Source: an optimization exercise on an open RTL-to-GDS flow (aim: small area, a short achievable clock period and few clock cycles). Production flows keep margins and buffers that such runs may drop. The RTL was checked by simulation tests, not by an equivalence proof against the original design. Power and IR drop assume default switching activity.

// fenc
module fenc (
    input  wire        clk,
    input  wire        rst,           
    input  wire        cmd_valid,
    output wire        cmd_ready,
    input  wire [31:0] cmd,
    output wire        rsp_valid,
    output wire        rsp_ok,
    output wire [15:0] rsp_data
);
For scale: ~3100 cells after synthesis, ~35000 um2 of cells after synthesis.
export LEC_CHECK = 0
export CAP_MARGIN = 20
export CORE_MARGIN = 2
export CORE_UTILIZATION = 40
export SLEW_MARGIN = 20
create_clock -name core_clock -period 20.0 [get_ports {clk}]
standard.sh (not shown) runs the stock make flow with config.mk's settings and CLKGATE_MAP_FILE= SYNTH_SCRIPT=/design/flow/synth_recipe.tcl, a recipe that flattens the netlist after the stock synthesis.
==> flow/flow/run.sh <==
#!/bin/bash
# The standard layout (the standard.sh: its synthesis, placement, CTS and
# routing), with settings changed for the steps after synthesis:
# - the ports get buf_4 buffers instead of the smallest buffer cell,
# - repair_timing is asked to leave 11.5 ns of setup slack at the design's
#   clock period, so that cells are sized for a shorter achieved period,
# - core utilisation 60%.
set -euo pipefail
bash standard.sh synth > orfs_synth.log 2>&1
bash standard.sh SETUP_SLACK_MARGIN=11.5 CORE_UTILIZATION=60 "BUFFER_PORTS_ARGS=-buffer_cell sky130_fd_sc_hd__buf_4" finish > orfs_layout.log 2>&1
The starting point finished with timing, DRC and antenna clean.
Testbench counts at the start, summed over its fixed seeds: cycles 604,871.
Edit:
--- a/flow/flow/run.sh
+++ b/flow/flow/run.sh
@@ -7 +7 @@
-# - core utilisation 60%.
+# - core utilisation 40%.
@@ -10 +10 @@
-bash standard.sh SETUP_SLACK_MARGIN=11.5 CORE_UTILIZATION=60 "BUFFER_PORTS_ARGS=-buffer_cell sky130_fd_sc_hd__buf_4" finish > orfs_layout.log 2>&1
+bash standard.sh SETUP_SLACK_MARGIN=11.5 CORE_UTILIZATION=40 "BUFFER_PORTS_ARGS=-buffer_cell sky130_fd_sc_hd__buf_4" finish > orfs_layout.log 2>&1
The new run produced a clean layout. Routed wire length fell by a few percent. Clock-buffer cell count rose by 3. Via count fell by a little under a tenth. Non-clock buffer count rose by 15.
Edit:
--- a/flow/flow/run.sh
+++ b/flow/flow/run.sh
@@ -7 +7 @@
-# - core utilisation 40%.
+# - core utilisation 40%; the clock tree settings are in config.mk.
CTS_BUF_LIST = sky130_fd_sc_hd__clkbuf_4 sky130_fd_sc_hd__clkbuf_8   (was unset)
=>
- global-route usage stays flat
- routed wire length increases by 0.60%
- first-iteration DRC count decreases by 1.3%
- count of clock-buffer cells in the layout increases by 57
- clock skew increases by 0.041 ns
- area after synthesis is unchanged

* * *

== build 54 ==
fenc, a different RTL version from the one above (not shown whole).
For scale: roughly 54 I/O pins, ~34000 µm² of cells after synthesis.
clock: 20.0 ns
lec_check: 0
cap_margin: 20
core_margin: 2
core_utilization: 40
cts_cluster_diameter: 60
cts_cluster_size: 30
slew_margin: 20
==> flow/flow/run.sh <==
#!/bin/bash
# The standard layout (the standard.sh: its synthesis, placement, CTS and
# routing), with settings changed for the steps after synthesis:
# - the ports get buf_4 buffers instead of the smallest buffer cell,
# - repair_timing is asked to leave 11.7 ns of setup slack at the design's
#   clock period, so that cells are sized for a shorter achieved period,
# - core utilisation 40%; the clock tree settings are in config.mk.
set -euo pipefail
bash standard.sh synth > orfs_synth.log 2>&1
bash standard.sh SETUP_SLACK_MARGIN=11.7 CORE_UTILIZATION=40 "BUFFER_PORTS_ARGS=-buffer_cell sky130_fd_sc_hd__buf_4" finish > orfs_layout.log 2>&1
Per the final summary, build 54 finished and its layout is clean on timing, DRC and antenna.
Testbench counts of build 54, summed over its fixed seeds: cycles 604,871.
[inputs] build 73 vs build 54
Settings: swapping 40 for 55 in CORE_UTILIZATION.
--- a/flow/flow/run.sh
+++ b/flow/flow/run.sh
@@ -6,5 +6,5 @@
 #   clock period, so that cells are sized for a shorter achieved period,
-# - core utilisation 40%; the clock tree settings are in config.mk.
+# - core utilisation 55%; the clock tree settings are in config.mk.
 set -euo pipefail
 bash standard.sh synth > orfs_synth.log 2>&1
-bash standard.sh SETUP_SLACK_MARGIN=11.7 CORE_UTILIZATION=40 "BUFFER_PORTS_ARGS=-buffer_cell sky130_fd_sc_hd__buf_4" finish > orfs_layout.log 2>&1
+bash standard.sh SETUP_SLACK_MARGIN=11.7 CORE_UTILIZATION=55 "BUFFER_PORTS_ARGS=-buffer_cell sky130_fd_sc_hd__buf_4" finish > orfs_layout.log 2>&1
Results
- Total CTS buffers: build 73 > build 54
- In summary, build 73 completed successfully, with a layout that passed the timing, design-rule and antenna checks.
- Going from build 54 to build 73, top achievable clock speed ~0 delta; layout overhead on the synthesized area saw a decrease.
- Looking at uppermost metal layer occupied by signal nets, the met4 result is from build 54; the met5 one comes from build 73.
The following lists how build 28 was set up differently from build 73:
Settings: PLACE_DENSITY now 0.75, previously not set; CORE_UTILIZATION now 40, was 55; CTS_CLUSTER_DIAMETER now 50, was 60; CTS_CLUSTER_SIZE now 25, was 30.
--- a/flow/flow/run.sh
+++ b/flow/flow/run.sh
@@ -6,5 +6,5 @@
 #   clock period, so that cells are sized for a shorter achieved period,
-# - core utilisation 55%; the clock tree settings are in config.mk.
+# - core utilisation 40%; the clock tree settings are in config.mk.
 set -euo pipefail
 bash standard.sh synth > orfs_synth.log 2>&1
-bash standard.sh SETUP_SLACK_MARGIN=11.7 CORE_UTILIZATION=55 "BUFFER_PORTS_ARGS=-buffer_cell sky130_fd_sc_hd__buf_4" finish > orfs_layout.log 2>&1
+bash standard.sh SETUP_SLACK_MARGIN=11.7 CORE_UTILIZATION=40 "BUFFER_PORTS_ARGS=-buffer_cell sky130_fd_sc_hd__buf_4" finish > orfs_layout.log 2>&1
Findings:
Looking at via count, build 28 sits 226 below build 73.
Summary of build 28 over build 73: switching fraction of total power saw a decrease; horizontal die dimension up 43 µm.
Delta (build 28 minus build 73): total met3 wirelength after detailed routing increased about 3.3%, area of the core increased 23000 µm².
Cell count up about 8% in build 28 wrt build 73
[compare] base=build 73 new=build 28: shortest clock period the worst path allows after layout shrank by 3.9 ps, routed metal-1 wirelength dropped about 0.5%, placer's final routability congestion estimate has increased.
Input-level comparison between build 13 and build 28:
Settings: CTS_CLUSTER_DIAMETER: 50 -> 60; CTS_CLUSTER_SIZE: 25 -> 30.
Notes after the runs:
Result for build 13 and build 28: all clean
Non-filler instance count after layout went down slightly going from build 28 to build 13.
Relative to build 28, the clock buffer instance count of the final layout measured on build 13 has decreased by more than a quarter.
Compared with build 28, build 13 is the less power-hungry design.
Build 13 vs build 28, detailed-router iteration count before antenna repair went down by 1.

-- what the ideal ports hide --
How much do the figures lean on ideal ports? The routed layouts below were timed once more, with nothing changed but the port constraints.
Step 1 (the two cells are an assumption about what drives the block):
set clk [get_ports {clk}]
set_driving_cell -lib_cell sky130_fd_sc_hd__clkbuf_16 $clk
set_driving_cell -lib_cell sky130_fd_sc_hd__buf_2 [delete_from_list [all_inputs] $clk]
Step 2 moves the port delays by t, midway between the first and last clock arrival at a register: inputs arrive t later, outputs are due t later. That takes back most of the time a late clock gives input paths.
Three values: ideal, step 1, step 2; two values: the first two.
run | t (ns) | slack for setup (ns) | worst data-port slew with drivers (ns)
the first run of note 1 | 0.712 | 11.469 / 11.406 / 11.511 | 0.05
the second run of note 1 | 0.690 | 11.507 / 11.443 / 11.463 | 0.05
the third run of note 1 | 0.800 | 11.522 / 11.479 / 11.479 | 0.05
build 54 | 0.690 | 11.697 / 11.650 / 11.396 | 0.06
build 73 | 0.700 | 11.694 / 11.644 / 11.311 | 0.06
build 28 | 0.716 | 11.698 / 11.649 / 11.577 | 0.12
build 13 | 0.691 | 11.698 / 11.649 / 11.635 | 0.12
After both steps setup and hold are still met in every run listed. For build 73, which loses most, drivers alone change the setup slack by -0.050 ns; drivers and shift together by -0.383 ns.
